This is an optimization exercise on Yosys and OpenROAD, whose aim is small area, not a production implementation.
In this exercise RTL edits were held to simulation tests only and were not proved equivalent to the original.

==> flow/design.v <==
module frx_ring #(
    parameter W = 12
) (
    input  wire         clk,
    input  wire         we,
    input  wire [W-1:0] wd,
    output wire [W-1:0] head,
    output wire [W-1:0] tail
);
    reg [W*64-1:0] r;
    assign head = r[W-1:0];
    assign tail = r[W*64-1:W*63];
    always @(posedge clk)
        r <= {we ? wd : head, r[W*64-1:W]};
endmodule
module frx_ring4 #(
    parameter W = 12
) (
    input  wire         clk,
    input  wire         we,
    input  wire [1:0]   wp,
    input  wire [W-1:0] wd,
    output wire [W-1:0] head
);
    reg [W*64-1:0] r;
    assign head = r[W-1:0];
    wire [W-1:0] at16 = r[W*17-1:W*16];
    wire [W-1:0] at32 = r[W*33-1:W*32];
    wire [W-1:0] at48 = r[W*49-1:W*48];
    always @(posedge clk)
        r <= {(we && wp == 2'd0) ? wd : head, r[W*64-1:W*49],
              (we && wp == 2'd3) ? wd : at48, r[W*48-1:W*33],
              (we && wp == 2'd2) ? wd : at32, r[W*32-1:W*17],
              (we && wp == 2'd1) ? wd : at16, r[W*16-1:W]};
endmodule
module frx_cnt (
    input  wire        clk,
    input  wire        clear,
    input  wire        first,
    input  wire [1:0]  inc,
    output reg  [31:0] r
);
    reg        c;
    wire       h = r[0];
    wire [1:0] t = first ? ({1'b0, h} + inc) : {h & c, h ^ c};
    always @(posedge clk) begin
        c <= t[1];
        r <= {!clear && t[0], r[31:1]};
    end
endmodule
module frx_channel #(
    parameter CAP = 64,
    parameter IW  = 7
) (
    input  wire          clk,
    input  wire          rst,
    input  wire          do_play,        
    input  wire          do_stop,        
    input  wire          do_reset,       
    input  wire          do_volume,
    input  wire [6:0]    vol_new,
    input  wire          do_drain,       
    input  wire          start_fail,
    input  wire          do_fill,        
    input  wire [IW-1:0] fill_new,
    input  wire          fill_we,
    input  wire [11:0]   fill_wd,
    output wire [11:0]   rd_code,        
    output wire [11:0]   rd_last,        
    output reg           act,
    output reg  [IW-1:0] fill_index,
    output reg  [1:0]    out_state,
    output reg           underrun,
    output reg  [6:0]    volume
);
    localparam [1:0] OUT_OFF = 2'd0, OUT_RUNNING = 2'd1, OUT_FALLBACK = 2'd2;
    reg mid;
    wire        full = fill_index[IW-1];
    wire [11:0] h0, h1, t0, t1;
    frx_ring #(.W(12)) u_b0 (.clk(clk), .we(fill_we && act),  .wd(fill_wd), .head(h0), .tail(t0));
    frx_ring #(.W(12)) u_b1 (.clk(clk), .we(fill_we && !act), .wd(fill_wd), .head(h1), .tail(t1));
    assign rd_code = mid ? 12'd2048 : (act ? h1 : h0);
    assign rd_last = mid ? 12'd2048 : (act ? t1 : t0);
    always @(posedge clk) begin
        if (rst) begin
            act        <= 1'b0;
            mid        <= 1'b1;
            fill_index <= {IW{1'b0}};
            out_state  <= OUT_OFF;
            underrun   <= 1'b0;
            volume     <= 7'd100;
        end else begin
            if (do_play) begin
                if (full) begin
                    act        <= ~act;
                    mid        <= 1'b0;
                    fill_index <= {IW{1'b0}};
                end
                underrun  <= 1'b0;
                out_state <= start_fail ? OUT_FALLBACK : OUT_RUNNING;
            end
            if (do_stop)
                out_state <= OUT_OFF;
            if (do_reset) begin
                mid        <= 1'b1;
                fill_index <= {IW{1'b0}};
                underrun   <= 1'b0;
            end
            if (do_volume)
                volume <= vol_new;
            if (do_drain) begin
                if (full) begin
                    act        <= ~act;
                    mid        <= 1'b0;
                    fill_index <= {IW{1'b0}};
                    underrun   <= 1'b0;
                    out_state  <= start_fail ? OUT_FALLBACK : OUT_RUNNING;
                end else begin
                    underrun   <= 1'b1;
                end
            end
            if (do_fill)
                fill_index <= fill_new;
        end
    end
endmodule
module frx_conv (
    input  wire [11:0] o,
    input  wire [6:0]  v,
    output wire [11:0] code
);
    wire p0_1 = v[0] & o[0];
    wire p0_2 = v[0] & o[1];
    wire p0_3 = v[0] & o[2];
    wire p0_4 = v[0] & o[3];
    wire p0_5 = v[0] & o[4];
    wire p0_6 = v[0] & o[5];
    wire p0_7 = v[0] & o[6];
    wire p0_8 = v[0] & o[7];
    wire p0_9 = v[0] & o[8];
    wire p0_10 = v[0] & o[9];
    wire p0_11 = v[0] & o[10];
    wire p1_12 = v[1] & o[0];
    wire p1_13 = v[1] & o[1];
    wire p1_14 = v[1] & o[2];
    wire p1_15 = v[1] & o[3];
    wire p1_16 = v[1] & o[4];
    wire p1_17 = v[1] & o[5];
    wire p1_18 = v[1] & o[6];
    wire p1_19 = v[1] & o[7];
    wire p1_20 = v[1] & o[8];
    wire p1_21 = v[1] & o[9];
    wire p1_22 = v[1] & o[10];
    wire p2_23 = v[2] & o[0];
    wire p2_24 = v[2] & o[1];
    wire p2_25 = v[2] & o[2];
    wire p2_26 = v[2] & o[3];
    wire p2_27 = v[2] & o[4];
    wire p2_28 = v[2] & o[5];
    wire p2_29 = v[2] & o[6];
    wire p2_30 = v[2] & o[7];
    wire p2_31 = v[2] & o[8];
    wire p2_32 = v[2] & o[9];
    wire p2_33 = v[2] & o[10];
    wire p3_34 = v[3] & o[0];
    wire p3_35 = v[3] & o[1];
    wire p3_36 = v[3] & o[2];
    wire p3_37 = v[3] & o[3];
    wire p3_38 = v[3] & o[4];
    wire p3_39 = v[3] & o[5];
    wire p3_40 = v[3] & o[6];
    wire p3_41 = v[3] & o[7];
    wire p3_42 = v[3] & o[8];
    wire p3_43 = v[3] & o[9];
    wire p3_44 = v[3] & o[10];
    wire p4_45 = v[4] & o[0];
    wire p4_46 = v[4] & o[1];
    wire p4_47 = v[4] & o[2];
    wire p4_48 = v[4] & o[3];
    wire p4_49 = v[4] & o[4];
    wire p4_50 = v[4] & o[5];
    wire p4_51 = v[4] & o[6];
    wire p4_52 = v[4] & o[7];
    wire p4_53 = v[4] & o[8];
    wire p4_54 = v[4] & o[9];
    wire p4_55 = v[4] & o[10];
    wire p5_56 = v[5] & o[0];
    wire p5_57 = v[5] & o[1];
    wire p5_58 = v[5] & o[2];
    wire p5_59 = v[5] & o[3];
    wire p5_60 = v[5] & o[4];
    wire p5_61 = v[5] & o[5];
    wire p5_62 = v[5] & o[6];
    wire p5_63 = v[5] & o[7];
    wire p5_64 = v[5] & o[8];
    wire p5_65 = v[5] & o[9];
    wire p5_66 = v[5] & o[10];
    wire p6_67 = v[6] & o[0];
    wire p6_68 = v[6] & o[1];
    wire p6_69 = v[6] & o[2];
    wire p6_70 = v[6] & o[3];
    wire p6_71 = v[6] & o[4];
    wire p6_72 = v[6] & o[5];
    wire p6_73 = v[6] & o[6];
    wire p6_74 = v[6] & o[7];
    wire p6_75 = v[6] & o[8];
    wire p6_76 = v[6] & o[9];
    wire p6_77 = v[6] & o[10];
    wire s_r178 = p0_1 ^ o[11];
    wire k_r179 = p0_1 & o[11];
    wire s_r180 = p0_2 ^ p1_12 ^ k_r179;
    wire k_r181 = (p0_2 & p1_12) | (k_r179 & (p0_2 ^ p1_12));
    wire s_r182 = p0_3 ^ p1_13 ^ k_r181;
    wire k_r183 = (p0_3 & p1_13) | (k_r181 & (p0_3 ^ p1_13));
    wire s_r184 = p0_4 ^ p1_14 ^ k_r183;
    wire k_r185 = (p0_4 & p1_14) | (k_r183 & (p0_4 ^ p1_14));
    wire s_r186 = p0_5 ^ p1_15 ^ k_r185;
    wire k_r187 = (p0_5 & p1_15) | (k_r185 & (p0_5 ^ p1_15));
    wire s_r188 = p0_6 ^ p1_16 ^ k_r187;
    wire k_r189 = (p0_6 & p1_16) | (k_r187 & (p0_6 ^ p1_16));
    wire s_r190 = p0_7 ^ p1_17 ^ k_r189;
    wire k_r191 = (p0_7 & p1_17) | (k_r189 & (p0_7 ^ p1_17));
    wire s_r192 = p0_8 ^ p1_18 ^ k_r191;
    wire k_r193 = (p0_8 & p1_18) | (k_r191 & (p0_8 ^ p1_18));
    wire s_r194 = p0_9 ^ p1_19 ^ k_r193;
    wire k_r195 = (p0_9 & p1_19) | (k_r193 & (p0_9 ^ p1_19));
    wire s_r196 = p0_10 ^ p1_20 ^ k_r195;
    wire k_r197 = (p0_10 & p1_20) | (k_r195 & (p0_10 ^ p1_20));
    wire s_r198 = p0_11 ^ p1_21 ^ k_r197;
    wire k_r199 = (p0_11 & p1_21) | (k_r197 & (p0_11 ^ p1_21));
    wire s_r1100 = p1_22 ^ k_r199;
    wire k_r1101 = p1_22 & k_r199;
    wire s_r2102 = s_r180 ^ o[11];
    wire k_r2103 = s_r180 & o[11];
    wire s_r2104 = s_r182 ^ p2_23 ^ k_r2103;
    wire k_r2105 = (s_r182 & p2_23) | (k_r2103 & (s_r182 ^ p2_23));
    wire s_r2106 = s_r184 ^ p2_24 ^ k_r2105;
    wire k_r2107 = (s_r184 & p2_24) | (k_r2105 & (s_r184 ^ p2_24));
    wire s_r2108 = s_r186 ^ p2_25 ^ k_r2107;
    wire k_r2109 = (s_r186 & p2_25) | (k_r2107 & (s_r186 ^ p2_25));
    wire s_r2110 = s_r188 ^ p2_26 ^ k_r2109;
    wire k_r2111 = (s_r188 & p2_26) | (k_r2109 & (s_r188 ^ p2_26));
    wire s_r2112 = s_r190 ^ p2_27 ^ k_r2111;
    wire k_r2113 = (s_r190 & p2_27) | (k_r2111 & (s_r190 ^ p2_27));
    wire s_r2114 = s_r192 ^ p2_28 ^ k_r2113;
    wire k_r2115 = (s_r192 & p2_28) | (k_r2113 & (s_r192 ^ p2_28));
    wire s_r2116 = s_r194 ^ p2_29 ^ k_r2115;
    wire k_r2117 = (s_r194 & p2_29) | (k_r2115 & (s_r194 ^ p2_29));
    wire s_r2118 = s_r196 ^ p2_30 ^ k_r2117;
    wire k_r2119 = (s_r196 & p2_30) | (k_r2117 & (s_r196 ^ p2_30));
    wire s_r2120 = s_r198 ^ p2_31 ^ k_r2119;
    wire k_r2121 = (s_r198 & p2_31) | (k_r2119 & (s_r198 ^ p2_31));
    wire s_r2122 = s_r1100 ^ p2_32 ^ k_r2121;
    wire k_r2123 = (s_r1100 & p2_32) | (k_r2121 & (s_r1100 ^ p2_32));
    wire s_r2124 = k_r1101 ^ p2_33 ^ k_r2123;
    wire k_r2125 = (k_r1101 & p2_33) | (k_r2123 & (k_r1101 ^ p2_33));
    wire s_r3126 = s_r2106 ^ p3_34;
    wire k_r3127 = s_r2106 & p3_34;
    wire s_r3128 = s_r2108 ^ p3_35 ^ k_r3127;
    wire k_r3129 = (s_r2108 & p3_35) | (k_r3127 & (s_r2108 ^ p3_35));
    wire s_r3130 = s_r2110 ^ p3_36 ^ k_r3129;
    wire k_r3131 = (s_r2110 & p3_36) | (k_r3129 & (s_r2110 ^ p3_36));
    wire s_r3132 = s_r2112 ^ p3_37 ^ k_r3131;
    wire k_r3133 = (s_r2112 & p3_37) | (k_r3131 & (s_r2112 ^ p3_37));
    wire s_r3134 = s_r2114 ^ p3_38 ^ k_r3133;
    wire k_r3135 = (s_r2114 & p3_38) | (k_r3133 & (s_r2114 ^ p3_38));
    wire s_r3136 = s_r2116 ^ p3_39 ^ k_r3135;
    wire k_r3137 = (s_r2116 & p3_39) | (k_r3135 & (s_r2116 ^ p3_39));
    wire s_r3138 = s_r2118 ^ p3_40 ^ k_r3137;
    wire k_r3139 = (s_r2118 & p3_40) | (k_r3137 & (s_r2118 ^ p3_40));
    wire s_r3140 = s_r2120 ^ p3_41 ^ k_r3139;
    wire k_r3141 = (s_r2120 & p3_41) | (k_r3139 & (s_r2120 ^ p3_41));
    wire s_r3142 = s_r2122 ^ p3_42 ^ k_r3141;
    wire k_r3143 = (s_r2122 & p3_42) | (k_r3141 & (s_r2122 ^ p3_42));
    wire s_r3144 = s_r2124 ^ p3_43 ^ k_r3143;
    wire k_r3145 = (s_r2124 & p3_43) | (k_r3143 & (s_r2124 ^ p3_43));
    wire s_r3146 = k_r2125 ^ p3_44 ^ k_r3145;
    wire k_r3147 = (k_r2125 & p3_44) | (k_r3145 & (k_r2125 ^ p3_44));
    wire s_r4148 = s_r3128 ^ p4_45;
    wire k_r4149 = s_r3128 & p4_45;
    wire s_r4150 = s_r3130 ^ p4_46 ^ k_r4149;
    wire k_r4151 = (s_r3130 & p4_46) | (k_r4149 & (s_r3130 ^ p4_46));
    wire s_r4152 = s_r3132 ^ p4_47 ^ k_r4151;
    wire k_r4153 = (s_r3132 & p4_47) | (k_r4151 & (s_r3132 ^ p4_47));
    wire s_r4154 = s_r3134 ^ p4_48 ^ k_r4153;
    wire k_r4155 = (s_r3134 & p4_48) | (k_r4153 & (s_r3134 ^ p4_48));
    wire s_r4156 = s_r3136 ^ p4_49 ^ k_r4155;
    wire k_r4157 = (s_r3136 & p4_49) | (k_r4155 & (s_r3136 ^ p4_49));
    wire s_r4158 = s_r3138 ^ p4_50 ^ k_r4157;
    wire k_r4159 = (s_r3138 & p4_50) | (k_r4157 & (s_r3138 ^ p4_50));
    wire s_r4160 = s_r3140 ^ p4_51 ^ k_r4159;
    wire k_r4161 = (s_r3140 & p4_51) | (k_r4159 & (s_r3140 ^ p4_51));
    wire s_r4162 = s_r3142 ^ p4_52 ^ k_r4161;
    wire k_r4163 = (s_r3142 & p4_52) | (k_r4161 & (s_r3142 ^ p4_52));
    wire s_r4164 = s_r3144 ^ p4_53 ^ k_r4163;
    wire k_r4165 = (s_r3144 & p4_53) | (k_r4163 & (s_r3144 ^ p4_53));
    wire s_r4166 = s_r3146 ^ p4_54 ^ k_r4165;
    wire k_r4167 = (s_r3146 & p4_54) | (k_r4165 & (s_r3146 ^ p4_54));
    wire s_r4168 = k_r3147 ^ p4_55 ^ k_r4167;
    wire k_r4169 = (k_r3147 & p4_55) | (k_r4167 & (k_r3147 ^ p4_55));
    wire s_r5170 = s_r4150 ^ p5_56 ^ o[11];
    wire k_r5171 = (s_r4150 & p5_56) | (o[11] & (s_r4150 ^ p5_56));
    wire s_r5172 = s_r4152 ^ p5_57 ^ k_r5171;
    wire k_r5173 = (s_r4152 & p5_57) | (k_r5171 & (s_r4152 ^ p5_57));
    wire s_r5174 = s_r4154 ^ p5_58 ^ k_r5173;
    wire k_r5175 = (s_r4154 & p5_58) | (k_r5173 & (s_r4154 ^ p5_58));
    wire s_r5176 = s_r4156 ^ p5_59 ^ k_r5175;
    wire k_r5177 = (s_r4156 & p5_59) | (k_r5175 & (s_r4156 ^ p5_59));
    wire s_r5178 = s_r4158 ^ p5_60 ^ k_r5177;
    wire k_r5179 = (s_r4158 & p5_60) | (k_r5177 & (s_r4158 ^ p5_60));
    wire s_r5180 = s_r4160 ^ p5_61 ^ k_r5179;
    wire k_r5181 = (s_r4160 & p5_61) | (k_r5179 & (s_r4160 ^ p5_61));
    wire s_r5182 = s_r4162 ^ p5_62 ^ k_r5181;
    wire k_r5183 = (s_r4162 & p5_62) | (k_r5181 & (s_r4162 ^ p5_62));
    wire s_r5184 = s_r4164 ^ p5_63 ^ k_r5183;
    wire k_r5185 = (s_r4164 & p5_63) | (k_r5183 & (s_r4164 ^ p5_63));
    wire s_r5186 = s_r4166 ^ p5_64 ^ k_r5185;
    wire k_r5187 = (s_r4166 & p5_64) | (k_r5185 & (s_r4166 ^ p5_64));
    wire s_r5188 = s_r4168 ^ p5_65 ^ k_r5187;
    wire k_r5189 = (s_r4168 & p5_65) | (k_r5187 & (s_r4168 ^ p5_65));
    wire s_r5190 = k_r4169 ^ p5_66 ^ k_r5189;
    wire k_r5191 = (k_r4169 & p5_66) | (k_r5189 & (k_r4169 ^ p5_66));
    wire s_r6192 = s_r5172 ^ p6_67 ^ o[11];
    wire k_r6193 = (s_r5172 & p6_67) | (o[11] & (s_r5172 ^ p6_67));
    wire s_r6194 = s_r5174 ^ p6_68 ^ k_r6193;
    wire k_r6195 = (s_r5174 & p6_68) | (k_r6193 & (s_r5174 ^ p6_68));
    wire s_r6196 = s_r5176 ^ p6_69 ^ k_r6195;
    wire k_r6197 = (s_r5176 & p6_69) | (k_r6195 & (s_r5176 ^ p6_69));
    wire s_r6198 = s_r5178 ^ p6_70 ^ k_r6197;
    wire k_r6199 = (s_r5178 & p6_70) | (k_r6197 & (s_r5178 ^ p6_70));
    wire s_r6200 = s_r5180 ^ p6_71 ^ k_r6199;
    wire k_r6201 = (s_r5180 & p6_71) | (k_r6199 & (s_r5180 ^ p6_71));
    wire s_r6202 = s_r5182 ^ p6_72 ^ k_r6201;
    wire k_r6203 = (s_r5182 & p6_72) | (k_r6201 & (s_r5182 ^ p6_72));
    wire s_r6204 = s_r5184 ^ p6_73 ^ k_r6203;
    wire k_r6205 = (s_r5184 & p6_73) | (k_r6203 & (s_r5184 ^ p6_73));
    wire s_r6206 = s_r5186 ^ p6_74 ^ k_r6205;
    wire k_r6207 = (s_r5186 & p6_74) | (k_r6205 & (s_r5186 ^ p6_74));
    wire s_r6208 = s_r5188 ^ p6_75 ^ k_r6207;
    wire k_r6209 = (s_r5188 & p6_75) | (k_r6207 & (s_r5188 ^ p6_75));
    wire s_r6210 = s_r5190 ^ p6_76 ^ k_r6209;
    wire k_r6211 = (s_r5190 & p6_76) | (k_r6209 & (s_r5190 ^ p6_76));
    wire s_r6212 = k_r5191 ^ p6_77 ^ k_r6211;
    wire k_r6213 = (k_r5191 & p6_77) | (k_r6211 & (k_r5191 ^ p6_77));
    wire nv214 = o[11] & !v[0];
    wire nv215 = o[11] & !v[1];
    wire nv216 = o[11] & !v[2];
    wire nv217 = o[11] & !v[3];
    wire nv218 = o[11] & !v[4];
    wire nv219 = o[11] & !v[5];
    wire nv220 = o[11] & !v[6];
    wire s_h221 = nv214 ^ o[11];
    wire k_h222 = nv214 & o[11];
    wire s_h223 = nv215 ^ k_h222;
    wire k_h224 = nv215 & k_h222;
    wire s_h225 = 1'b1 ^ nv216 ^ k_h224;
    wire k_h226 = (1'b1 & nv216) | (k_h224 & (1'b1 ^ nv216));
    wire s_h227 = nv217 ^ k_h226;
    wire k_h228 = nv217 & k_h226;
    wire s_h229 = nv218 ^ k_h228;
    wire k_h230 = nv218 & k_h228;
    wire s_h231 = 1'b1 ^ nv219 ^ k_h230;
    wire k_h232 = (1'b1 & nv219) | (k_h230 & (1'b1 ^ nv219));
    wire s_h233 = 1'b1 ^ nv220 ^ k_h232;
    wire k_h234 = (1'b1 & nv220) | (k_h232 & (1'b1 ^ nv220));
    wire s_h235 = o[11] ^ k_h234;
    wire k_h236 = o[11] & k_h234;
    wire s_x237 = s_r6202 ^ s_h221;
    wire k_x238 = s_r6202 & s_h221;
    wire s_x239 = s_r6204 ^ s_h223 ^ k_x238;
    wire k_x240 = (s_r6204 & s_h223) | (k_x238 & (s_r6204 ^ s_h223));
    wire s_x241 = s_r6206 ^ s_h225 ^ k_x240;
    wire k_x242 = (s_r6206 & s_h225) | (k_x240 & (s_r6206 ^ s_h225));
    wire s_x243 = s_r6208 ^ s_h227 ^ k_x242;
    wire k_x244 = (s_r6208 & s_h227) | (k_x242 & (s_r6208 ^ s_h227));
    wire s_x245 = s_r6210 ^ s_h229 ^ k_x244;
    wire k_x246 = (s_r6210 & s_h229) | (k_x244 & (s_r6210 ^ s_h229));
    wire s_x247 = s_r6212 ^ s_h231 ^ k_x246;
    wire k_x248 = (s_r6212 & s_h231) | (k_x246 & (s_r6212 ^ s_h231));
    wire s_x249 = k_r6213 ^ s_h233 ^ k_x248;
    wire k_x250 = (k_r6213 & s_h233) | (k_x248 & (k_r6213 ^ s_h233));
    wire s_x251 = s_h235 ^ k_x250;
    wire k_x252 = s_h235 & k_x250;
    wire q253 = s_x251 | (s_x249 & s_x247 & (s_x245 | s_x243 | s_x241));
    wire s_d254 = s_x241 ^ 1'b1;
    wire k_d255 = s_x241 & 1'b1;
    wire s_d256 = s_x243 ^ 1'b1 ^ k_d255;
    wire k_d257 = (s_x243 & 1'b1) | (k_d255 & (s_x243 ^ 1'b1));
    wire s_d258 = s_x245 ^ 1'b1 ^ k_d257;
    wire k_d259 = (s_x245 & 1'b1) | (k_d257 & (s_x245 ^ 1'b1));
    wire s_d260 = s_x247 ^ k_d259;
    wire k_d261 = s_x247 & k_d259;
    wire s_d262 = s_x249 ^ k_d261;
    wire k_d263 = s_x249 & k_d261;
    wire n264 = q253 ? s_x237 : s_x237;
    wire n265 = q253 ? s_x239 : s_x239;
    wire n266 = q253 ? s_d254 : s_x241;
    wire n267 = q253 ? s_d256 : s_x243;
    wire n268 = q253 ? s_d258 : s_x245;
    wire n269 = q253 ? s_d260 : s_x247;
    wire n270 = q253 ? s_d262 : s_x249;
    wire q271 = n270 | (n269 & n268 & (n267 | n266 | n265));
    wire s_d272 = n265 ^ 1'b1;
    wire k_d273 = n265 & 1'b1;
    wire s_d274 = n266 ^ 1'b1 ^ k_d273;
    wire k_d275 = (n266 & 1'b1) | (k_d273 & (n266 ^ 1'b1));
    wire s_d276 = n267 ^ 1'b1 ^ k_d275;
    wire k_d277 = (n267 & 1'b1) | (k_d275 & (n267 ^ 1'b1));
    wire s_d278 = n268 ^ k_d277;
    wire k_d279 = n268 & k_d277;
    wire s_d280 = n269 ^ k_d279;
    wire k_d281 = n269 & k_d279;
    wire n282 = q271 ? s_r6200 : s_r6200;
    wire n283 = q271 ? n264 : n264;
    wire n284 = q271 ? s_d272 : n265;
    wire n285 = q271 ? s_d274 : n266;
    wire n286 = q271 ? s_d276 : n267;
    wire n287 = q271 ? s_d278 : n268;
    wire n288 = q271 ? s_d280 : n269;
    wire q289 = n288 | (n287 & n286 & (n285 | n284 | n283));
    wire s_d290 = n283 ^ 1'b1;
    wire k_d291 = n283 & 1'b1;
    wire s_d292 = n284 ^ 1'b1 ^ k_d291;
    wire k_d293 = (n284 & 1'b1) | (k_d291 & (n284 ^ 1'b1));
    wire s_d294 = n285 ^ 1'b1 ^ k_d293;
    wire k_d295 = (n285 & 1'b1) | (k_d293 & (n285 ^ 1'b1));
    wire s_d296 = n286 ^ k_d295;
    wire k_d297 = n286 & k_d295;
    wire s_d298 = n287 ^ k_d297;
    wire k_d299 = n287 & k_d297;
    wire n300 = q289 ? s_r6198 : s_r6198;
    wire n301 = q289 ? n282 : n282;
    wire n302 = q289 ? s_d290 : n283;
    wire n303 = q289 ? s_d292 : n284;
    wire n304 = q289 ? s_d294 : n285;
    wire n305 = q289 ? s_d296 : n286;
    wire n306 = q289 ? s_d298 : n287;
    wire q307 = n306 | (n305 & n304 & (n303 | n302 | n301));
    wire s_d308 = n301 ^ 1'b1;
    wire k_d309 = n301 & 1'b1;
    wire s_d310 = n302 ^ 1'b1 ^ k_d309;
    wire k_d311 = (n302 & 1'b1) | (k_d309 & (n302 ^ 1'b1));
    wire s_d312 = n303 ^ 1'b1 ^ k_d311;
    wire k_d313 = (n303 & 1'b1) | (k_d311 & (n303 ^ 1'b1));
    wire s_d314 = n304 ^ k_d313;
    wire k_d315 = n304 & k_d313;
    wire s_d316 = n305 ^ k_d315;
    wire k_d317 = n305 & k_d315;
    wire n318 = q307 ? s_r6196 : s_r6196;
    wire n319 = q307 ? n300 : n300;
    wire n320 = q307 ? s_d308 : n301;
    wire n321 = q307 ? s_d310 : n302;
    wire n322 = q307 ? s_d312 : n303;
    wire n323 = q307 ? s_d314 : n304;
    wire n324 = q307 ? s_d316 : n305;
    wire q325 = n324 | (n323 & n322 & (n321 | n320 | n319));
    wire s_d326 = n319 ^ 1'b1;
    wire k_d327 = n319 & 1'b1;
    wire s_d328 = n320 ^ 1'b1 ^ k_d327;
    wire k_d329 = (n320 & 1'b1) | (k_d327 & (n320 ^ 1'b1));
    wire s_d330 = n321 ^ 1'b1 ^ k_d329;
    wire k_d331 = (n321 & 1'b1) | (k_d329 & (n321 ^ 1'b1));
    wire s_d332 = n322 ^ k_d331;
    wire k_d333 = n322 & k_d331;
    wire s_d334 = n323 ^ k_d333;
    wire k_d335 = n323 & k_d333;
    wire n336 = q325 ? s_r6194 : s_r6194;
    wire n337 = q325 ? n318 : n318;
    wire n338 = q325 ? s_d326 : n319;
    wire n339 = q325 ? s_d328 : n320;
    wire n340 = q325 ? s_d330 : n321;
    wire n341 = q325 ? s_d332 : n322;
    wire n342 = q325 ? s_d334 : n323;
    wire q343 = n342 | (n341 & n340 & (n339 | n338 | n337));
    wire s_d344 = n337 ^ 1'b1;
    wire k_d345 = n337 & 1'b1;
    wire s_d346 = n338 ^ 1'b1 ^ k_d345;
    wire k_d347 = (n338 & 1'b1) | (k_d345 & (n338 ^ 1'b1));
    wire s_d348 = n339 ^ 1'b1 ^ k_d347;
    wire k_d349 = (n339 & 1'b1) | (k_d347 & (n339 ^ 1'b1));
    wire s_d350 = n340 ^ k_d349;
    wire k_d351 = n340 & k_d349;
    wire s_d352 = n341 ^ k_d351;
    wire k_d353 = n341 & k_d351;
    wire n354 = q343 ? s_r6192 : s_r6192;
    wire n355 = q343 ? n336 : n336;
    wire n356 = q343 ? s_d344 : n337;
    wire n357 = q343 ? s_d346 : n338;
    wire n358 = q343 ? s_d348 : n339;
    wire n359 = q343 ? s_d350 : n340;
    wire n360 = q343 ? s_d352 : n341;
    wire q361 = n360 | (n359 & n358 & (n357 | n356 | n355));
    wire s_d362 = n355 ^ 1'b1;
    wire k_d363 = n355 & 1'b1;
    wire s_d364 = n356 ^ 1'b1 ^ k_d363;
    wire k_d365 = (n356 & 1'b1) | (k_d363 & (n356 ^ 1'b1));
    wire s_d366 = n357 ^ 1'b1 ^ k_d365;
    wire k_d367 = (n357 & 1'b1) | (k_d365 & (n357 ^ 1'b1));
    wire s_d368 = n358 ^ k_d367;
    wire k_d369 = n358 & k_d367;
    wire s_d370 = n359 ^ k_d369;
    wire k_d371 = n359 & k_d369;
    wire n372 = q361 ? s_r5170 : s_r5170;
    wire n373 = q361 ? n354 : n354;
    wire n374 = q361 ? s_d362 : n355;
    wire n375 = q361 ? s_d364 : n356;
    wire n376 = q361 ? s_d366 : n357;
    wire n377 = q361 ? s_d368 : n358;
    wire n378 = q361 ? s_d370 : n359;
    wire q379 = n378 | (n377 & n376 & (n375 | n374 | n373));
    wire s_d380 = n373 ^ 1'b1;
    wire k_d381 = n373 & 1'b1;
    wire s_d382 = n374 ^ 1'b1 ^ k_d381;
    wire k_d383 = (n374 & 1'b1) | (k_d381 & (n374 ^ 1'b1));
    wire s_d384 = n375 ^ 1'b1 ^ k_d383;
    wire k_d385 = (n375 & 1'b1) | (k_d383 & (n375 ^ 1'b1));
    wire s_d386 = n376 ^ k_d385;
    wire k_d387 = n376 & k_d385;
    wire s_d388 = n377 ^ k_d387;
    wire k_d389 = n377 & k_d387;
    wire n390 = q379 ? s_r4148 : s_r4148;
    wire n391 = q379 ? n372 : n372;
    wire n392 = q379 ? s_d380 : n373;
    wire n393 = q379 ? s_d382 : n374;
    wire n394 = q379 ? s_d384 : n375;
    wire n395 = q379 ? s_d386 : n376;
    wire n396 = q379 ? s_d388 : n377;
    wire q397 = n396 | (n395 & n394 & (n393 | n392 | n391));
    wire s_d398 = n391 ^ 1'b1;
    wire k_d399 = n391 & 1'b1;
    wire s_d400 = n392 ^ 1'b1 ^ k_d399;
    wire k_d401 = (n392 & 1'b1) | (k_d399 & (n392 ^ 1'b1));
    wire s_d402 = n393 ^ 1'b1 ^ k_d401;
    wire k_d403 = (n393 & 1'b1) | (k_d401 & (n393 ^ 1'b1));
    wire s_d404 = n394 ^ k_d403;
    wire k_d405 = n394 & k_d403;
    wire s_d406 = n395 ^ k_d405;
    wire k_d407 = n395 & k_d405;
    wire n408 = q397 ? s_r3126 : s_r3126;
    wire n409 = q397 ? n390 : n390;
    wire n410 = q397 ? s_d398 : n391;
    wire n411 = q397 ? s_d400 : n392;
    wire n412 = q397 ? s_d402 : n393;
    wire n413 = q397 ? s_d404 : n394;
    wire n414 = q397 ? s_d406 : n395;
    wire q415 = n414 | (n413 & n412 & (n411 | n410 | n409));
    wire s_d416 = n409 ^ 1'b1;
    wire k_d417 = n409 & 1'b1;
    wire s_d418 = n410 ^ 1'b1 ^ k_d417;
    wire k_d419 = (n410 & 1'b1) | (k_d417 & (n410 ^ 1'b1));
    wire s_d420 = n411 ^ 1'b1 ^ k_d419;
    wire k_d421 = (n411 & 1'b1) | (k_d419 & (n411 ^ 1'b1));
    wire s_d422 = n412 ^ k_d421;
    wire k_d423 = n412 & k_d421;
    wire s_d424 = n413 ^ k_d423;
    wire k_d425 = n413 & k_d423;
    wire n426 = q415 ? s_r2104 : s_r2104;
    wire n427 = q415 ? n408 : n408;
    wire n428 = q415 ? s_d416 : n409;
    wire n429 = q415 ? s_d418 : n410;
    wire n430 = q415 ? s_d420 : n411;
    wire n431 = q415 ? s_d422 : n412;
    wire n432 = q415 ? s_d424 : n413;
    wire q433 = n432 | (n431 & n430 & (n429 | n428 | n427));
    wire s_d434 = n427 ^ 1'b1;
    wire k_d435 = n427 & 1'b1;
    wire s_d436 = n428 ^ 1'b1 ^ k_d435;
    wire k_d437 = (n428 & 1'b1) | (k_d435 & (n428 ^ 1'b1));
    wire s_d438 = n429 ^ 1'b1 ^ k_d437;
    wire k_d439 = (n429 & 1'b1) | (k_d437 & (n429 ^ 1'b1));
    wire s_d440 = n430 ^ k_d439;
    wire k_d441 = n430 & k_d439;
    wire s_d442 = n431 ^ k_d441;
    wire k_d443 = n431 & k_d441;
    wire n444 = q433 ? s_r2102 : s_r2102;
    wire n445 = q433 ? n426 : n426;
    wire n446 = q433 ? s_d434 : n427;
    wire n447 = q433 ? s_d436 : n428;
    wire n448 = q433 ? s_d438 : n429;
    wire n449 = q433 ? s_d440 : n430;
    wire n450 = q433 ? s_d442 : n431;
    wire q451 = n450 | (n449 & n448 & (n447 | n446 | n445));
    wire s_d452 = n445 ^ 1'b1;
    wire k_d453 = n445 & 1'b1;
    wire s_d454 = n446 ^ 1'b1 ^ k_d453;
    wire k_d455 = (n446 & 1'b1) | (k_d453 & (n446 ^ 1'b1));
    wire s_d456 = n447 ^ 1'b1 ^ k_d455;
    wire k_d457 = (n447 & 1'b1) | (k_d455 & (n447 ^ 1'b1));
    wire s_d458 = n448 ^ k_d457;
    wire k_d459 = n448 & k_d457;
    wire s_d460 = n449 ^ k_d459;
    wire k_d461 = n449 & k_d459;
    wire n462 = q451 ? s_r178 : s_r178;
    wire n463 = q451 ? n444 : n444;
    wire n464 = q451 ? s_d452 : n445;
    wire n465 = q451 ? s_d454 : n446;
    wire n466 = q451 ? s_d456 : n447;
    wire n467 = q451 ? s_d458 : n448;
    wire n468 = q451 ? s_d460 : n449;
    assign code = {q253, q271, q289, q307, q325, q343, q361, q379, q397, q415, q433, q451};
endmodule
module frx_add6 (
    input  wire [5:0] a,
    input  wire [5:0] b,
    input  wire       ci,
    output wire [5:0] s,
    output wire       co
);
    wire c1 = (a[0] & b[0]) | (ci & (a[0] ^ b[0]));
    wire c2 = (a[1] & b[1]) | (c1 & (a[1] ^ b[1]));
    wire c3 = (a[2] & b[2]) | (c2 & (a[2] ^ b[2]));
    wire c4 = (a[3] & b[3]) | (c3 & (a[3] ^ b[3]));
    wire c5 = (a[4] & b[4]) | (c4 & (a[4] ^ b[4]));
    wire c6 = (a[5] & b[5]) | (c5 & (a[5] ^ b[5]));
    assign s  = {a[5] ^ b[5] ^ c5, a[4] ^ b[4] ^ c4, a[3] ^ b[3] ^ c3, a[2] ^ b[2] ^ c2, a[1] ^ b[1] ^ c1, a[0] ^ b[0] ^ ci};
    assign co = c6;
endmodule
module frx_add7 (
    input  wire [6:0] a,
    input  wire [6:0] b,
    input  wire       ci,
    output wire [6:0] s,
    output wire       co
);
    wire c1 = (a[0] & b[0]) | (ci & (a[0] ^ b[0]));
    wire c2 = (a[1] & b[1]) | (c1 & (a[1] ^ b[1]));
    wire c3 = (a[2] & b[2]) | (c2 & (a[2] ^ b[2]));
    wire c4 = (a[3] & b[3]) | (c3 & (a[3] ^ b[3]));
    wire c5 = (a[4] & b[4]) | (c4 & (a[4] ^ b[4]));
    wire c6 = (a[5] & b[5]) | (c5 & (a[5] ^ b[5]));
    wire c7 = (a[6] & b[6]) | (c6 & (a[6] ^ b[6]));
    assign s  = {a[6] ^ b[6] ^ c6, a[5] ^ b[5] ^ c5, a[4] ^ b[4] ^ c4, a[3] ^ b[3] ^ c3, a[2] ^ b[2] ^ c2, a[1] ^ b[1] ^ c1, a[0] ^ b[0] ^ ci};
    assign co = c7;
endmodule
module frx_add8 (
    input  wire [7:0] a,
    input  wire [7:0] b,
    input  wire       ci,
    output wire [7:0] s,
    output wire       co
);
    wire c1 = (a[0] & b[0]) | (ci & (a[0] ^ b[0]));
    wire c2 = (a[1] & b[1]) | (c1 & (a[1] ^ b[1]));
    wire c3 = (a[2] & b[2]) | (c2 & (a[2] ^ b[2]));
    wire c4 = (a[3] & b[3]) | (c3 & (a[3] ^ b[3]));
    wire c5 = (a[4] & b[4]) | (c4 & (a[4] ^ b[4]));
    wire c6 = (a[5] & b[5]) | (c5 & (a[5] ^ b[5]));
    wire c7 = (a[6] & b[6]) | (c6 & (a[6] ^ b[6]));
    wire c8 = (a[7] & b[7]) | (c7 & (a[7] ^ b[7]));
    assign s  = {a[7] ^ b[7] ^ c7, a[6] ^ b[6] ^ c6, a[5] ^ b[5] ^ c5, a[4] ^ b[4] ^ c4, a[3] ^ b[3] ^ c3, a[2] ^ b[2] ^ c2, a[1] ^ b[1] ^ c1, a[0] ^ b[0] ^ ci};
    assign co = c8;
endmodule
module frx_core (
    input  wire        clk,
    input  wire        rst,
    input  wire        ev_valid,
    input  wire [3:0]  ev_type,
    input  wire [15:0] ev_arg,
    output wire        ev_ready,
    output reg         resp_valid,
    output reg  [31:0] resp_data,      
    output wire        ready_out
);
    localparam CAP       = 64;
    localparam IW        = 7;               
    localparam LAND_SIZE = 4 + 2 * CAP;     
    localparam CW        = 8;               
    localparam [3:0] EV_SEL_ASSERT   = 4'd0,
                     EV_RX_BYTE      = 4'd1,
                     EV_RX_ERROR     = 4'd2,
                     EV_SEL_DEASSERT = 4'd3,
                     EV_DRAIN_DONE   = 4'd5,
                     EV_STATUS_READ  = 4'd6,
                     EV_CTRL_WRITE   = 4'd7,
                     EV_SAMPLE_READ  = 4'd8;
    reg  [5:0] ph;
    reg        rclr;                 
    reg        clring;               
    wire       ph0   = (ph == 6'd0);
    wire       first = (ph[4:0] == 5'd0);
    wire       last  = (ph[4:0] == 5'd31);
    reg            rx_capturing;
    reg            rx_armed;
    reg  [CW-1:0]  rx_count;
    reg  [CW-1:0]  last_captured;
    reg            h_c0, h_da;          
    reg            f_ch0, bad_ch;       
    reg  [7:0]     b2, b3, lo;          
    wire           act        [0:1];
    wire [IW-1:0]  fill_index [0:1];
    wire [1:0]     out_state  [0:1];
    wire           underrun   [0:1];
    wire [6:0]     volume     [0:1];
    wire [11:0]    rd_code    [0:1];
    wire [11:0]    rd_last    [0:1];
    wire play0 = (out_state[0] != 2'd0);
    wire play1 = (out_state[1] != 2'd0);
    wire full0 = fill_index[0][IW-1];
    wire full1 = fill_index[1][IW-1];
    wire clk_running = play0 || play1;
    assign ready_out = clk_running || (!full0 && !full1);
    wire       v    = ev_valid && !rclr;
    wire [3:0] t    = ev_type;
    wire       dch  = ev_arg[8];
    wire [4:0] widx = ev_arg[6:2];
    wire byte_ok = rx_capturing && rx_armed && (rx_count < LAND_SIZE);
    wire d_run   = dch ? (out_state[1] == 2'd1) : (out_state[0] == 2'd1);
    wire d_full  = dch ? full1 : full0;
    wire clr_c   = (widx == 5'd24) && ev_arg[8];
    wire e_assert  = v && (t == EV_SEL_ASSERT) && !rx_capturing;
    wire e_byte    = v && (t == EV_RX_BYTE) && byte_ok;
    wire e_rxerr   = v && (t == EV_RX_ERROR);
    wire e_deass   = v && (t == EV_SEL_DEASSERT) && rx_capturing;
    wire e_drain   = v && (t == EV_DRAIN_DONE) && d_run;
    wire e_status  = v && (t == EV_STATUS_READ);
    wire e_clr     = v && (t == EV_CTRL_WRITE) && clr_c;
    wire e_sample  = v && (t == EV_SAMPLE_READ);
    wire runt       = rx_count < 4;
    wire cmd_short  = rx_count < 5;
    wire cmd_known  = (b2 == 8'h01) || (b2 == 8'h02) || (b2 == 8'h03) || (b2 == 8'hFF);
    wire bad_count  = ({b2, b3} == 16'd0) || ({b2, b3} > CAP);
    wire [6:0] f_n  = b3[6:0];                          
    wire [6:0] c_j;
    wire       c_j_co, ds_co;
    wire [6:0] ds_s;
    frx_add7 u_cj (.a(rx_count[7:1]), .b(7'h7E), .ci(1'b0), .s(c_j), .co(c_j_co));
    frx_add7 u_ds (.a(c_j), .b(~f_n), .ci(1'b1), .s(ds_s), .co(ds_co));
    wire data_short = !ds_co;
    wire parse    = rx_armed;
    wire cmd_ok   = parse && !runt && h_c0 && !cmd_short && !bad_ch && cmd_known;
    wire data_ok  = parse && !runt && h_da && !bad_count && !data_short && !bad_ch;
    wire err_header = parse && !runt &&
                      ((!h_c0 && !h_da) || (h_c0 && !cmd_short && !bad_ch && !cmd_known));
    wire err_chlen  = parse && (runt ||
                      (h_c0 && cmd_short) || (h_c0 && !cmd_short && bad_ch) ||
                      (h_da && (bad_count || data_short || bad_ch)));
    wire c_ch   = f_ch0;
    wire c_play = cmd_ok && (b2 == 8'h01);
    wire c_stop = cmd_ok && (b2 == 8'h02);
    wire c_vol  = cmd_ok && (b2 == 8'h03);
    wire c_rst  = cmd_ok && (b2 == 8'hFF);
    wire c_playing    = c_ch ? play1 : play0;
    wire c_full       = c_ch ? full1 : full0;
    wire runs_disable = (c_play || c_stop || c_rst) && c_playing;
    wire stops        = (c_stop || c_rst) && c_playing;
    wire [6:0] vol_new = ((b3 != 8'd0) || (lo > 8'd100)) ? 7'd100 : lo[6:0];
    wire [IW-1:0] f_fi  = c_ch ? fill_index[1] : fill_index[0];
    wire [7:0]    f_end;
    frx_add7 u_fe (.a(f_fi), .b(f_n), .ci(1'b0), .s(f_end[6:0]), .co(f_end[7]));
    wire [IW-1:0] f_new = (f_end[7:6] != 2'd0) ? 7'd64 : f_end[6:0];
    wire [6:0]    f_m;
    wire          f_m_co;
    frx_add7 u_fm (.a(f_new), .b(~f_fi), .ci(1'b1), .s(f_m), .co(f_m_co));
    reg [1:0] tf_inc;
    always @(*) begin
        tf_inc = 2'd0;
        if (e_assert && ev_arg[0])
            tf_inc = ev_arg[1] ? 2'd2 : 2'd1;
        if (e_rxerr)
            tf_inc = ev_arg[1] ? 2'd2 : 2'd1;
        if (e_deass)
            tf_inc = {1'b0, rx_armed && ev_arg[0]} +
                     {1'b0, runs_disable && ev_arg[1]};
    end
    reg         [7:0]  hq;
    wire        [11:0] o     = {hq, lo[7:4]};
    wire        [6:0]  f_vol = c_ch ? volume[1] : volume[0];
    wire        [11:0] code;
    frx_conv u_conv (.o(o), .v(f_vol), .code(code));
    wire conv_ev = e_byte && rx_count[0] && (rx_count >= 5) && h_da && !bad_ch;
    wire [6:0] c_slot;
    wire       c_slot_co;
    frx_add7 u_cs (.a(f_fi), .b(c_j), .ci(1'b0), .s(c_slot), .co(c_slot_co));
    wire       c_need = f_fi[6] || !c_slot[6];
    wire [5:0] c_phys = {c_slot[4:0], c_slot[5]};
    wire [5:0] ph1;                                 
    wire       ph1_co;
    frx_add6 u_ph1 (.a(ph), .b(6'd0), .ci(1'b1), .s(ph1), .co(ph1_co));
    wire [1:0] c_wp   = c_phys[5:4] - ph1[5:4];     
    wire       conv_acc = !c_need || (c_phys[3:0] == ph1[3:0]);
    wire cnt_ev  = (e_assert && ev_arg[0]) || e_rxerr || e_deass || e_drain || e_clr;
    wire copy_ev = e_deass && data_ok && !c_full;
    reg  armed;                       
    wire cnt_acc = copy_ev ? (armed && ph0) : first;
    wire st_cnt  = (widx >= 5'd3 && widx <= 5'd7) || (widx >= 5'd11 && widx <= 5'd13) ||
                   (widx >= 5'd19 && widx <= 5'd21);
    wire samp_acc = (ph == {ev_arg[4:0], ev_arg[5]});
    wire acc = cnt_ev   ? cnt_acc :
               e_status ? (!st_cnt || first) :
               e_sample ? samp_acc :
               conv_ev  ? conv_acc : 1'b1;
    assign ev_ready = !rclr && (!ev_valid || acc);
    wire go = ev_valid && ev_ready;
    wire [11:0] s_head;
    reg         s_we;
    reg  [1:0]  s_wp;
    always @(posedge clk) begin
        hq   <= ev_arg[7:0];
        s_wp <= c_wp;
        s_we <= go && conv_ev && c_need;
    end
    frx_ring4 #(.W(12)) u_stage (
        .clk(clk), .we(s_we), .wp(s_wp), .wd(code), .head(s_head));
    wire [5:0] h_slot = {ph[0], ph[5:1]};           
    wire [6:0] cp_lo;
    wire [7:0] cp_hi;
    wire       cp_ge, cp_nlt;
    frx_add7 u_cpl (.a({1'b0, h_slot}), .b(~f_fi),  .ci(1'b1), .s(cp_lo), .co(cp_ge));
    frx_add8 u_cph (.a({2'b0, h_slot}), .b(~f_end), .ci(1'b1), .s(cp_hi), .co(cp_nlt));
    wire copy = copy_ev && (armed || ph0) && cp_ge && !cp_nlt;
    wire cnt_clear = rst || rclr || clring || (go && e_clr);
    wire [31:0] c_tf, c_ih, c_icl, c_cf, c_df, c_sw0, c_sw1, c_un0, c_un1;
    wire g_dea = go && e_deass;
    wire g_drn = go && e_drain;
    frx_cnt u_tf  (.clk(clk), .clear(cnt_clear), .first(first), .inc(go ? tf_inc : 2'd0), .r(c_tf));
    frx_cnt u_ih  (.clk(clk), .clear(cnt_clear), .first(first), .inc({1'b0, g_dea && err_header}), .r(c_ih));
    frx_cnt u_icl (.clk(clk), .clear(cnt_clear), .first(first), .inc({1'b0, g_dea && err_chlen}), .r(c_icl));
    frx_cnt u_cf  (.clk(clk), .clear(cnt_clear), .first(first), .inc({1'b0, g_dea && cmd_ok}), .r(c_cf));
    frx_cnt u_df  (.clk(clk), .clear(cnt_clear), .first(first), .inc({1'b0, g_dea && data_ok}), .r(c_df));
    frx_cnt u_sw0 (.clk(clk), .clear(cnt_clear), .first(first),
        .inc({1'b0, (g_dea && c_play && c_full && !c_ch) || (g_drn && d_full && !dch)}), .r(c_sw0));
    frx_cnt u_sw1 (.clk(clk), .clear(cnt_clear), .first(first),
        .inc({1'b0, (g_dea && c_play && c_full && c_ch) || (g_drn && d_full && dch)}), .r(c_sw1));
    frx_cnt u_un0 (.clk(clk), .clear(cnt_clear), .first(first),
        .inc({1'b0, g_drn && !d_full && !dch}), .r(c_un0));
    frx_cnt u_un1 (.clk(clk), .clear(cnt_clear), .first(first),
        .inc({1'b0, g_drn && !d_full && dch}), .r(c_un1));
    reg  [31:0] c_ts0, c_ts1;
    reg  [5:0]  ts_c;
    reg         ts_ch;
    wire        ts_ld  = g_dea && data_ok;
    wire        ts_sel = ts_ld ? c_ch : ts_ch;
    wire        ts_h   = ts_sel ? c_ts1[0] : c_ts0[0];
    wire [6:0]  ts_t;
    wire        ts_co;
    frx_add7 u_ts (.a({6'd0, ts_h}), .b(ts_ld ? f_m : {1'b0, ts_c}), .ci(1'b0), .s(ts_t), .co(ts_co));
    wire        ts_n0  = ts_sel ? c_ts0[0] : ts_t[0];
    wire        ts_n1  = ts_sel ? ts_t[0] : c_ts1[0];
    always @(posedge clk) begin
        if (rst || last)
            ts_c <= 6'd0;
        else
            ts_c <= ts_t[6:1];
        if (ts_ld)
            ts_ch <= c_ch;
        c_ts0 <= {!cnt_clear && ts_n0, c_ts0[31:1]};
        c_ts1 <= {!cnt_clear && ts_n1, c_ts1[31:1]};
    end
    genvar g;
    generate
        for (g = 0; g < 2; g = g + 1) begin : ch
            wire sel_cmd   = (c_ch == g);
            wire sel_drain = (dch == g);
            frx_channel #(.CAP(CAP), .IW(IW)) u_ch (
                .clk        (clk),
                .rst        (rst),
                .do_play    (g_dea && c_play && sel_cmd),
                .do_stop    (g_dea && stops && sel_cmd),
                .do_reset   (g_dea && c_rst && sel_cmd),
                .do_volume  (g_dea && c_vol && sel_cmd),
                .vol_new    (vol_new),
                .do_drain   (g_drn && sel_drain),
                .start_fail (ev_arg[2]),
                .do_fill    (g_dea && data_ok && sel_cmd),
                .fill_new   (f_new),
                .fill_we    (copy && sel_cmd),
                .fill_wd    (s_head),
                .rd_code    (rd_code[g]),
                .rd_last    (rd_last[g]),
                .act        (act[g]),
                .fill_index (fill_index[g]),
                .out_state  (out_state[g]),
                .underrun   (underrun[g]),
                .volume     (volume[g])
            );
        end
    endgenerate
    wire [7:0] rx_inc;
    wire       rx_inc_co;
    frx_add8 u_rxi (.a(rx_count), .b(8'd0), .ci(1'b1), .s(rx_inc), .co(rx_inc_co));
    always @(posedge clk) begin
        if (rst) begin
            ph            <= 6'd0;
            rclr          <= 1'b1;
            clring        <= 1'b0;
            armed         <= 1'b0;
            rx_capturing  <= 1'b0;
            rx_armed      <= 1'b0;
            rx_count      <= {CW{1'b0}};
            last_captured <= {CW{1'b0}};
        end else begin
            ph    <= ph1;
            armed <= copy_ev && (armed || ph0) && !go;
            if (last) begin
                rclr   <= 1'b0;
                clring <= 1'b0;
            end
            if (go && e_clr) begin
                clring        <= 1'b1;
                last_captured <= {CW{1'b0}};
            end
            if (go && e_assert) begin
                rx_capturing <= 1'b1;
                rx_count     <= {CW{1'b0}};
                rx_armed     <= !(ev_arg[0] && ev_arg[1]);
            end
            if (go && e_byte)
                rx_count <= rx_inc;
            if (go && e_rxerr)
                rx_armed <= 1'b0;
            if (g_dea) begin
                rx_capturing  <= 1'b0;
                rx_armed      <= 1'b0;
                last_captured <= rx_count;
            end
        end
    end
    always @(posedge clk) begin
        if (go && e_byte) begin
            if (rx_count == 8'd0) begin
                h_c0 <= (ev_arg[7:0] == 8'hC0);
                h_da <= (ev_arg[7:0] == 8'hDA);
            end
            if (rx_count == 8'd1) begin
                f_ch0  <= ev_arg[0];
                bad_ch <= (ev_arg[7:1] != 7'd0);
            end
            if (rx_count == 8'd2)
                b2 <= ev_arg[7:0];
            if (rx_count == 8'd3)
                b3 <= ev_arg[7:0];
            if (!rx_count[0] && (rx_count >= 8'd4) && ((rx_count == 8'd4) || !h_c0))
                lo <= ev_arg[7:0];
        end
    end
    reg       q_smp, q_ch;
    reg [4:0] q_idx;
    always @(posedge clk) begin
        q_smp <= (t == EV_SAMPLE_READ);
        q_ch  <= dch;
        q_idx <= widx;
    end
    wire [31:0] v_tf  = {c_tf[30:0],  c_tf[31]};
    wire [31:0] v_ih  = {c_ih[30:0],  c_ih[31]};
    wire [31:0] v_icl = {c_icl[30:0], c_icl[31]};
    wire [31:0] v_cf  = {c_cf[30:0],  c_cf[31]};
    wire [31:0] v_df  = {c_df[30:0],  c_df[31]};
    wire [31:0] v_ts0 = {c_ts0[30:0], c_ts0[31]};
    wire [31:0] v_sw0 = {c_sw0[30:0], c_sw0[31]};
    wire [31:0] v_un0 = {c_un0[30:0], c_un0[31]};
    wire [31:0] v_ts1 = {c_ts1[30:0], c_ts1[31]};
    wire [31:0] v_sw1 = {c_sw1[30:0], c_sw1[31]};
    wire [31:0] v_un1 = {c_un1[30:0], c_un1[31]};
    reg [31:0] status_word;
    always @(*) begin
        case (q_idx)
            5'd0:  status_word = {28'd0, clk_running, rx_armed, rx_capturing, ready_out};
            5'd1:  status_word = {24'd0, rx_count};
            5'd2:  status_word = {24'd0, last_captured};
            5'd3:  status_word = v_tf;
            5'd4:  status_word = v_ih;
            5'd5:  status_word = v_icl;
            5'd6:  status_word = v_cf;
            5'd7:  status_word = v_df;
            5'd8:  status_word = {26'd0, out_state[0], act[0],
                                  fill_index[0][6] | fill_index[0][5], underrun[0], play0};
            5'd9:  status_word = {25'd0, fill_index[0]};
            5'd10: status_word = {25'd0, volume[0]};
            5'd11: status_word = v_ts0;
            5'd12: status_word = v_sw0;
            5'd13: status_word = v_un0;
            5'd16: status_word = {26'd0, out_state[1], act[1],
                                  fill_index[1][6] | fill_index[1][5], underrun[1], play1};
            5'd17: status_word = {25'd0, fill_index[1]};
            5'd18: status_word = {25'd0, volume[1]};
            5'd19: status_word = v_ts1;
            5'd20: status_word = v_sw1;
            5'd21: status_word = v_un1;
            default: status_word = 32'd0;
        endcase
    end
    always @(*)
        resp_data = q_smp ? {20'd0, rd_last[q_ch]} : status_word;
    always @(posedge clk) begin
        if (rst)
            resp_valid <= 1'b0;
        else
            resp_valid <= go && (e_status || e_sample);
    end
endmodule
==> flow/flow/run.sh <==
#!/bin/bash
# The standard layout (the standard.sh: ORFS synthesis through final),
# with clock tree synthesis told not to add dummy loads for balancing.
set -euo pipefail
export CTS_ARGS="-sink_clustering_enable -repair_clock_nets -sink_clustering_size 21 -sink_clustering_max_diameter 48 -buf_list sky130_fd_sc_hd__clkbuf_8 -dont_use_dummy_load"
bash standard.sh > standard_flow.log 2>&1
==> flow/standard.sh <==
#!/bin/bash
# synth_recipe.tcl (not shown) runs the flow's synth.tcl, then flattens the netlist and writes it again
# the make line also repeats each setting of config.mk as NAME=value (left out here)
make -C /OpenROAD-flow-scripts/flow DESIGN_CONFIG=/design/flow/config.mk WORK_HOME=/design/flow/orfs CLKGATE_MAP_FILE= SYNTH_SCRIPT=/design/flow/synth_recipe.tcl "${@:-finish}"
==> flow/config.mk <==
export PLATFORM = sky130hd
export DESIGN_NAME = frx_core
export DESIGN_NICKNAME = frx_core
export VERILOG_FILES = /design/flow/design.v
export SDC_FILE = /design/flow/constraint.sdc
export NUM_CORES = 4
export LEC_CHECK = 0
export CAP_MARGIN = 20
export CORE_MARGIN = 2
export CORE_UTILIZATION = 65
export CTS_BUF_LIST = sky130_fd_sc_hd__clkbuf_8
export CTS_CLUSTER_DIAMETER = 40
export CTS_CLUSTER_SIZE = 16
export PLACE_DENSITY = 0.75
export SLEW_MARGIN = 20
==> flow/constraint.sdc <==
create_clock -name core_clock -period 25.0 [get_ports {clk}]
set_input_delay 5.0000 -clock core_clock [delete_from_list [all_inputs] [get_ports {clk}]]
set_output_delay 5.0000 -clock core_clock [all_outputs]
set_load 0.01 [all_outputs]
==> notes.md, run 1 <==
Initial DRT Pass Iterations 5; Hold Path Cell Cnt 0; Worst-Skew Late Latency roughly 970 ps; Post-Synthesis Cells 6060; RSZ-0062 raised after global routing no; half-perimeter wire length after placement 89600 um; initial antenna violation count 10; met1 global-route usage 0.286; synth warn 5; number of synthesized register bits 4315; Min Hold Slack approximately 240 ps; M2 GR Usage 0.282; Seq/Total Area, Yosys 0.874; fmax 43.9 MHz; sequential cell area 86700 sq um; area of the multi-input gates 11700 sq um; Critical Path Max Stage Delay ~650 ps; Via-to-Cell Ratio ~5; area grow syn2layout 6.33%; total gr overflow 0; Crit path required time 25800 ps; ys async rst share 0; Hold WC Path Type flip-flop to flip-flop; CTS tree done; gr usage total 0.190; core box area about 150000 sq um; Worst setup SP type flip-flop; clock sink count 4315; Arr. time, crit path 23580 ps; layout cell share with drive strength beyond 1 0.0621; GP Congestion 0.895; Clock Path Buffers 3; Setup-failing EPs final 0; CTS Buf Count 239; final setup margin 2220 ps; pin count of the biggest net entering global routing 69; Fin Setup TNS 0 ps; Root Driver clkbuf_8; # hold bufs at CTS 0; top_reg_cell synth dfxtp_1; Max Clock Skew 147 ps; endpoint class of the critical path flip-flop; die area 156000 sq um; Post-Syn Nets roughly 6300; number of gates resized after cts 0; max-slew violations 0; Avg Cell Area, Syn roughly 16 sq um; number of fill cells 9836; Top-Level Pins 58; drt total wl 146000 um; ANT nets after route 0; WS Path Type flip-flop to flip-flop; Starting Density 0.654; CP most frequent cell fa_1; max_cap viols 0; Iter 0 DRT Violations 2207; final hold vios 0; slowest stage cell, crit path edfxtp_1; # DRC 0; outcome finished clean; Post-synth EDFFs 28; Wirelength per Cell 17.6 um; worst slack, placed 2220 ps; Horiz. Die Dim 395 um; Worst slew margin 0.256; Rows 143; Final Cycle Share 0.911; Die Height 395 um; Setup Fix Bufs, Post-CTS 0; met3 usage 0.0343; Vias 40462; global-route wire length before repair 231000 um; CTS clock-pin slew for the worst setup and hold paths 110 ps; Layout Nets 6500; mapped cell area 99200 sq um; Max FO, Critical Path 13; vias in the first global route 41221; Final min period 22780 ps; Slew @ Worst Pin 1110 ps; H-tree depth 4; gr busiest metal met1; Synth cell types 95; IO buf count 50; worst r2r path cells between 70 and 80
critical path, delay by kind of cell, from the launching register on:
kind,cells,cell delay (ps)
XOR/XNOR,4,1140
AO/OA/AOI/OAI,11,3420
flip-flops,1,650
multiplexers,4,1620
adder cells (fa/ha/maj),37,13120
AND/OR/NAND/NOR,11,2170
buffers and inverters,10,580
cells by family (layout without fill, tap and decap cells):
family / count (synthesis) / in the layout / synth area share
flip-flops: 4315 / 4315 / 0.874
AND/OR/NAND/NOR: 628 / 628 / 0.0309
AO/OA/AOI/OAI: 525 / 525 / 0.0375
buffers and inverters: 231 / 452 / 0.00895
adder cells (fa/ha/maj): 194 / 194 / 0.0309
multiplexers: 133 / 133 / 0.0144
XOR/XNOR: 34 / 34 / 0.00338
other: 0 / 4 / 0
synth_stat cells (19+ instances only):
cell type / number / area (sq um)
nor2b_1: 58 / 363
nor3_1: 32 / 160
nand2b_1: 21 / 131
mux2_2: 70 / 788
clkbuf_1: 87 / 327
o21ai_0: 102 / 510
a221oi_1: 52 / 455
nand2_1: 217 / 815
edfxtp_1: 28 / 841
dfxtp_1: 4287 / 85800
a22oi_1: 84 / 631
and3_1: 21 / 131
nand3_1: 51 / 255
fa_1: 85 / 1700
mux2i_1: 62 / 621
and2_1: 39 / 244
inv_1: 129 / 484
a22o_1: 36 / 315
nor2_1: 112 / 420
a21oi_1: 81 / 405
xnor2_1: 19 / 166
ha_1: 109 / 1360
placed cells by master (no fill, tap or decap), types with 19 or more instances in the layout:
| cell type | n |
|---|---|
| o21ai_0 | 102 |
| dfxtp_1 | 4285 |
| edfxtp_1 | 28 |
| a21oi_1 | 81 |
| fa_1 | 85 |
| nand3_1 | 51 |
| a22o_1 | 36 |
| buf_4 | 33 |
| nor2b_1 | 58 |
| inv_1 | 129 |
| mux2_2 | 70 |
| a22oi_1 | 84 |
| and2_1 | 39 |
| nor3_1 | 30 |
| nor2_1 | 101 |
| ha_1 | 109 |
| nand2b_1 | 21 |
| xnor2_1 | 19 |
| mux2i_1 | 61 |
| and3_1 | 21 |
| a221oi_1 | 52 |
| clkdlybuf4s50_1 | 49 |
| clkbuf_8 | 239 |
| nand2_1 | 217 |
per-layer routing:
metal  vias to the layer above  share of wire
met5                         -        0.00018
met4                         4          0.028
met3                       294          0.042
met2                       733           0.42
met1                     19504           0.51
li1                      19927              -
path summary, 6_finish.rpt:
path                         end      startpoint  slack (ps)
hold / removal    u_stage.r[131]  u_stage.r[143]         240
setup / recovery  u_stage.r[756]           f_ch0        2220
hold reg to reg   u_stage.r[131]  u_stage.r[143]         240
setup reg to reg  u_stage.r[756]           f_ch0        2220
metrics by stage:
stage	utilization	instances	cell area [sq um]
2_1_floorplan	-	6060	99200
3_3_place_gp	0.673	8072	102000
3_5_place_dp	0.673	8072	102000
4_1_cts	0.695	8311	105000
5_1_grt	0.695	8314	105000
6_report	0.695	8315	105000
state kept, by name (all words and copies together) (netlist names), 8 cells and up, named ones only:
register / count
u_un1.r: 32
c_ts0: 32
hq: 8
u_cf.r: 32
b2: 8
u_df.r: 32
u_sw1.r: 32
u_ih.r: 32
last_captured: 8
c_ts1: 32
ch.u_ch.u_b1.r: 1536
b3: 8
ch.u_ch.u_b0.r: 1536
rx_count: 8
ch.u_ch.volume: 14
u_icl.r: 32
ch.u_ch.fill_index: 14
u_sw0.r: 32
u_tf.r: 32
u_un0.r: 32
lo: 8
u_stage.r: 768
area by class of cell:
| class | count | area share |
|---|---|---|
| flip-flops and latches | 4315 | 0.822 |
| multi-input cells | 1514 | 0.111 |
| clock buffers | 239 | 0.0312 |
| well taps | 2030 | 0.0241 |
| repair buffers | 83 | 0.00705 |
| inverters | 130 | 0.00463 |
| diodes | 4 | 0.0000949 |
==> inputs of run 2 (changes only) <==
==> flow/flow/run.sh (replaced) <==
#!/bin/bash
# The standard layout (the standard.sh: ORFS synthesis through final),
# with clock tree synthesis told not to add dummy loads for balancing.
set -euo pipefail
export CTS_ARGS="-sink_clustering_enable -repair_clock_nets -sink_clustering_size 19 -sink_clustering_max_diameter 40 -buf_list sky130_fd_sc_hd__clkbuf_8 -dont_use_dummy_load"
bash standard.sh > standard_flow.log 2>&1
==> notes.md, run 2 <==
wire length on met1 74000 um (about the same); layout cell share with drive strength beyond 1 0.0779 (+0.0159); Iter 0 DRT Violations 2090 (-5.3%); max-slew violations 0 (unchanged); outcome finished clean; Critical path origin f_ch0; wire length on met3 6460 um (+4.9%); biggest regs ch.u_ch.u_b0.r x1536, ch.u_ch.u_b1.r x1536, u_stage.r x768; RSZ-0062 raised after global routing no; Root Driver clkbuf_8; CTS Buf Count 347 (+45%); Initial DRT Pass Iterations 6 (+1); Max Clock Skew 113 ps (-34.3 ps); Post-Synthesis Cells 6060 (unchanged); commonest non-fill, non-tap cell in the layout dfxtp_1; Final min period 22870 ps (+93.2 ps); number of synthesized register bits 4315 (unchanged); mapped cell area 99200 sq um (unchanged); number of fill cells 9571 (-2.7%); Via-to-Cell Ratio 4.88 (+0.22%); Fin Setup TNS 0 ps (unchanged); synth warn 5 (unchanged); Worst slew margin 0.278 (+0.0222); Worst-Skew Late Latency 1010 ps (+40 ps); fmax 43.7 MHz (-0.41%); Adder-Cell Fraction of Synth Area 0.0309 (unchanged); Post-Syn Nets 6277 (unchanged); number of gates resized after cts 0 (unchanged); Setup Fix Bufs, Post-CTS 0 (unchanged); CTS tree done; clock sink count 4315 (unchanged); Synth Area in Compound Gates 0.0375 (unchanged); Die Height 395 um (unchanged); slowest stage cell, crit path edfxtp_1; most area-hungry cell type in the Yosys netlist dfxtp_1; die area 156000 sq um (unchanged); # DRC 0 (unchanged); Critical Path Max Stage Delay 640 ps (about the same); initial antenna violation count 8 (-2); Hold WC Path Type flip-flop to flip-flop; Layout Nets 6608 (+1.7%); final hold vios 0 (unchanged); core box area 152000 sq um (unchanged); Seq/Total Area, Yosys 0.874 (unchanged); total gr overflow 0 (unchanged); area grow syn2layout 7.83%; Arr. time, crit path 23600 ps (+20 ps); Vias 41077 (+1.5%); half-perimeter wire length after placement 89600 um (unchanged); Clock Path Buffers 4 (+1); ANT nets after route 0 (unchanged); GP Congestion 0.895 (unchanged); top cells by area in the synthesized netlist dfxtp_1, fa_1, ha_1; endpoint class of the critical path flip-flop; Commonest cells post-synth dfxtp_1, nand2_1, inv_1, nor2_1, ha_1; Slew @ Worst Pin 1080 ps (-33.3 ps); largest family of logic cells by synthesized area compound AO/OA/AOI/OAI gates; IO buf count 50 (unchanged); Rows 143 (unchanged); Horiz. Die Dim 395 um (unchanged); Starting Density 0.654 (unchanged); mux cell area share after synthesis 0.0144 (unchanged); vias in the first global route 42636 (+3.4%); Setup-failing EPs final 0 (unchanged); ys async rst share 0 (unchanged); Min Hold Slack 230 ps (-10.3 ps); pin count of the biggest net entering global routing 69 (unchanged); most frequent cells in the layout dfxtp_1, clkbuf_8, nand2_1; Avg Cell Area, Syn 16.4 sq um (unchanged); most common cell in the netlist dfxtp_1; post-synthesis xor/xnor area fraction 0.00338 (unchanged); top_reg_cell synth dfxtp_1; Top Metal Used met5; Yosys top cell area share 0.866 (unchanged); Wirelength per Cell 17.7 um (+0.91%); gr usage total 0.195 (+0.00504); simple-gate area share of the yosys netlist 0.0309 (unchanged); Synth cell types 95 (unchanged); WS Path Type flip-flop to flip-flop; Post-synth EDFFs 28 (unchanged); CTS clock-pin slew for the worst setup and hold paths 100 ps (about the same); Worst setup SP type flip-flop; Crit path required time 25730 ps (-70 ps); global-route wire length before repair 238000 um (+2.6%); Max FO, Critical Path 13 (unchanged); Hold Path Origin u_stage.r[19]; max_cap viols 0 (unchanged); RR Startpoint f_ch0; Top-Level Pins 58 (unchanged); CP most frequent cell fa_1; Final Cycle Share 0.915 (+0.00373); routed wire length on met2 64400 um (+4.1%); # hold bufs at CTS 0 (unchanged); H-tree depth 5 (+1); drt total wl 149000 um (+2.2%)
[run 2: final timing paths]
check             cells past startpoint        endpoint  slack [ps]
setup reg to reg                     77  u_stage.r[756]        2130
hold reg to reg                       0    u_stage.r[7]         230
hold / removal                        0    u_stage.r[7]         230
setup / recovery                     77  u_stage.r[756]        2130
[run 2: area by class of cell]
type / count / area (sq um) / area share
inverters: 130 / 488 / 0.00456
flip-flops and latches: 4315 / 86700 / 0.811
clock buffers: 347 / 4780 / 0.0447
well taps: 2030 / 2540 / 0.0238
repair buffers: 83 / 743 / 0.00695
multi-input cells: 1514 / 11700 / 0.109
diodes: 4 / 10.0 / 0.0000936
[run 2: worst max-delay path: cells and delay by family (launching register included)]
kind	cells	cell delay (ps)
AND/OR/NAND/NOR	11	2150
adder cells (fa/ha/maj)	37	13110
AO/OA/AOI/OAI	11	3410
buffers and inverters	10	580
flip-flops	1	640
multiplexers	4	1610
XOR/XNOR	4	1140
[run 2: stage by stage]
| step | instances | worst slack, ps | utilization | cell area, sq um |
|---|---|---|---|---|
| 6_report | 8423 | 2130 | 0.705 | 107000 |
| 3_3_place_gp | 8072 | 2270 | 0.673 | 102000 |
| 5_1_grt | 8422 | 654 | 0.705 | 107000 |
| 2_1_floorplan | 6060 | 3990 | - | 99200 |
| 4_1_cts | 8419 | 2070 | 0.705 | 107000 |
| 3_5_place_dp | 8072 | 2220 | 0.673 | 102000 |
[run 2: logic make-up (layout without fill, tap and decap cells)]
kind of cell             Yosys count  in the layout
flip-flops                      4315           4315
AND/OR/NAND/NOR                  628            628
AO/OA/AOI/OAI                    525            525
buffers and inverters            231            560
adder cells (fa/ha/maj)          194            194
multiplexers                     133            133
XOR/XNOR                          34             34
other                              0              4
[run 2: metal layers]
layer | vias up | global-route usage
li1 | 20140 | -
met1 | 19785 | 0.288
met2 | 805 | 0.291
met3 | 343 | 0.0380
met4 | 4 | 0.0687
met5 | - | 0

-- separate check: timing with driven ports --
Ports are ideal in the flow. The routed layouts listed here were re-timed in OpenROAD. Step 1 (the two cells are an assumption about what drives the block):
set clk [get_ports {clk}]
set_driving_cell -lib_cell sky130_fd_sc_hd__clkbuf_16 $clk
set_driving_cell -lib_cell sky130_fd_sc_hd__buf_2 [delete_from_list [all_inputs] $clk]
Step 2, shift: input delay + t, output delay - t, t = (earliest + latest rising clock arrival at the registers) / 2. This alone moves slack from input paths to output paths. Three values: ideal, step 1, step 2; two values: the first two.
| run | t (ns) | setup WS [ns] | hold slack, ns | latest minus earliest clock arrival (ns) | cell pins on the clock port's net |
|---|---|---|---|---|---|
| run 1 | 0.996 | 2.222 / 2.222 / 2.222 | 0.240 / 0.240 / 0.240 | 0.194 / 0.194 | 1 |
| run 2 | 1.035 | 2.129 / 2.129 / 2.129 | 0.230 / 0.230 / 0.230 | 0.160 / 0.160 | 1 |
After both steps every run listed still meets setup and hold.
